This design comes from an exercise in tuning for small area, a short achievable clock period and few clock cycles on the open sky130 flow, not from production work.
The RTL was checked by simulation tests, not by an equivalence proof against the original design.
Power and IR drop assume default switching activity.

Setup of sierra:
// woled_ctrl
module woled_ctrl (
    input  wire        clk,
    input  wire        rst,
    input  wire        req_valid,
    output wire        req_ready,
    input  wire [95:0] req_desc,
    input  wire [15:0] req_len,        
    output reg         ev_valid,
    input  wire        ev_ready,
    output reg  [2:0]  ev_kind,
    output wire [15:0] ev_data,
    input  wire [1:0]  ev_fail,
    output wire [6:0]  pix_x,
    output wire [5:0]  pix_y,
    input  wire        pix_color,
    output wire [15:0] buf_idx,
    input  wire        buf_color,
    output wire [15:0] str_idx,
    input  wire [7:0]  str_byte,
    output wire [7:0]  glyph_ch,
    output wire [2:0]  glyph_row,
    input  wire [7:0]  glyph_bits
);
==> flow/config.mk <==
export PLATFORM = sky130hd
export DESIGN_NAME = woled_ctrl
export DESIGN_NICKNAME = woled_ctrl
export VERILOG_FILES = /design/flow/design.v
export SDC_FILE = /design/flow/constraint.sdc
export NUM_CORES = 4
export LEC_CHECK = 0
export CAP_MARGIN = 20
export CORE_MARGIN = 2
export CORE_UTILIZATION = 40
export SLEW_MARGIN = 20
==> flow/constraint.sdc <==
create_clock -name core_clock -period 12.0 [get_ports {clk}]
set_input_delay 2.4000 -clock core_clock [delete_from_list [all_inputs] [get_ports {clk}]]
set_output_delay 2.4000 -clock core_clock [all_outputs]
set_load 0.01 [all_outputs]
standard.sh (not shown) runs the stock make flow with config.mk's settings and CLKGATE_MAP_FILE= SYNTH_SCRIPT=/design/flow/synth_recipe.tcl, a recipe that flattens the netlist after the stock synthesis.
==> flow/flow/run.sh <==
#!/bin/bash
# Own layout flow: the standard layout (standard synthesis, floorplan,
# placement, CTS, routing, via standard.sh) with these changes to how the
# layout is made; the SDC and the clock period are unchanged:
#  - every input and output port still gets its own buffer, but a plain
#    small buffer cell instead of the delay cell buffer_ports picks by default;
#  - CTS builds the clock tree from smaller clock buffers;
#  - the core is smaller and the placement denser, for shorter wires.
# make's output goes to flow_standard.log; each ORFS step logs under orfs/logs.
set -euo pipefail
MARGIN=${MARGIN:-8.3}
PORTBUF=${PORTBUF:-sky130_fd_sc_hd__buf_1}
CTSBUF="${CTSBUF:-sky130_fd_sc_hd__clkbuf_4 sky130_fd_sc_hd__clkbuf_8}"
bash standard.sh SETUP_SLACK_MARGIN=$MARGIN "BUFFER_PORTS_ARGS=-buffer_cell $PORTBUF" \
  "CTS_BUF_LIST=$CTSBUF" CORE_UTILIZATION=${UTIL:-60} PLACE_DENSITY=${DENS:-0.75} finish > flow_standard.log 2>&1
sierra reached the end of the flow, and the finished layout is clean on the timing, DRC and antenna checks.
Testbench counts of sierra, summed over its fixed seeds: cycles 340,745.
--- input diff sierra..nickel ---
diff --git a/flow/flow/run.sh b/flow/flow/run.sh
--- a/flow/flow/run.sh
+++ b/flow/flow/run.sh
@@ -9,7 +9,7 @@
 # make's output goes to flow_standard.log; each ORFS step logs under orfs/logs.
 set -euo pipefail
-MARGIN=${MARGIN:-8.3}
+MARGIN=${MARGIN:-8}
 PORTBUF=${PORTBUF:-sky130_fd_sc_hd__buf_1}
-CTSBUF="${CTSBUF:-sky130_fd_sc_hd__clkbuf_4 sky130_fd_sc_hd__clkbuf_8}"
+CTSBUF=${CTSBUF:-sky130_fd_sc_hd__clkbuf_8}
 bash standard.sh SETUP_SLACK_MARGIN=$MARGIN "BUFFER_PORTS_ARGS=-buffer_cell $PORTBUF" \
-  "CTS_BUF_LIST=$CTSBUF" CORE_UTILIZATION=${UTIL:-60} PLACE_DENSITY=${DENS:-0.75} finish > flow_standard.log 2>&1
+  CTS_BUF_LIST=$CTSBUF CORE_UTILIZATION=${UTIL:-70} PLACE_DENSITY=${DENS:-0.85} finish > flow_standard.log 2>&1
Results
Between sierra and nickel, the area after detailed placement figures differ only marginally. Looking at worst setup slack across sierra and nickel, the one that comes out lower is nickel. Area overhead of the layout relative to synthesis ended up 2.3 points lower on nickel than on sierra. nickel against sierra: final critical delay including setup and external delays increased 0.11 ns, number of gates given a new drive strength after cts down 6. Highest-delay cell along the critical path = mux4_2: sierra; highest-delay cell along the critical path = edfxtp_1: nickel. Run comparison: nickel critical path launch point code[0]$_SDFFCE_PN0P_; sierra critical path launch point glyph_bits[6]. Diff sierra -> nickel: timing-limited maximum frequency went down by 7.3 MHz, total net switching power went down by 1.2%, design area went down by about 2%. Comparing nickel against sierra, there is no change at all in initial antenna violation count.
Here is what was changed in the inputs of delta compared with nickel.
diff --git a/flow/flow/run.sh b/flow/flow/run.sh
--- a/flow/flow/run.sh
+++ b/flow/flow/run.sh
@@ -9,7 +9,7 @@
 # make's output goes to flow_standard.log; each ORFS step logs under orfs/logs.
 set -euo pipefail
-MARGIN=${MARGIN:-8}
+MARGIN=${MARGIN:-8.3}
 PORTBUF=${PORTBUF:-sky130_fd_sc_hd__buf_1}
 CTSBUF=${CTSBUF:-sky130_fd_sc_hd__clkbuf_8}
 bash standard.sh SETUP_SLACK_MARGIN=$MARGIN "BUFFER_PORTS_ARGS=-buffer_cell $PORTBUF" \
-  CTS_BUF_LIST=$CTSBUF CORE_UTILIZATION=${UTIL:-70} PLACE_DENSITY=${DENS:-0.85} finish > flow_standard.log 2>&1
+  CTS_BUF_LIST=$CTSBUF CORE_UTILIZATION=${UTIL:-60} PLACE_DENSITY=${DENS:-0.75} finish > flow_standard.log 2>&1
Findings:
- delta finished every step from synthesis to the final layout, and the layout passed the timing, DRC and antenna checks.
- Compared with nickel, delta shows power per standard cell area that has gone down slightly.
- Relative to nickel, the number of placed instances, taps included measured on delta has increased slightly.
- delta vs. nickel: met3 routed wirelength decreased about 16%, overall track demand over capacity in global routing shrank by 4.7 points, cell count increased by 2.6% relative to the old numbers, via count went down.
- Looking only at core footprint, and setting everything else aside, the lower value of nickel and delta goes to nickel.
- Row portion of the clock cycle consumed by the worst path in the final layout: delta lower / nickel higher
- Going from nickel to delta, total power draw shows an increase of 0.000031 W, total area of multi-input combinational cells has increased, number of gates resized after cts rose 6.

static timing again, ports no longer ideal:
The results above use ideal ports. As a check the final layouts listed here were re-extracted and re-timed, cells and wires unchanged. Step 1: set_driving_cell puts a clkbuf_16 on clk and a buf_2 on each other input, an assumption about the parent block. Step 2 also shifts input and output timing later by t, the mid clock arrival at the registers, as if the neighbouring blocks saw the same clock. Slacks: no drivers / after step 1 / after step 2; pairs: no drivers / after step 1.
run	t, ns	slack for setup (ns)	worst register clock-pin slew, ns	worst data-port slew with drivers (ns)	cell pins on the clock port's net
sierra	0.534	8.222 / 8.245 / 7.712	0.11 / 0.11	0.04	1
nickel	0.536	8.115 / 8.076 / 7.605	0.11 / 0.11	0.05	1
delta	0.534	8.222 / 8.245 / 7.712	0.11 / 0.11	0.04	1
After both steps every run listed still meets setup and hold.
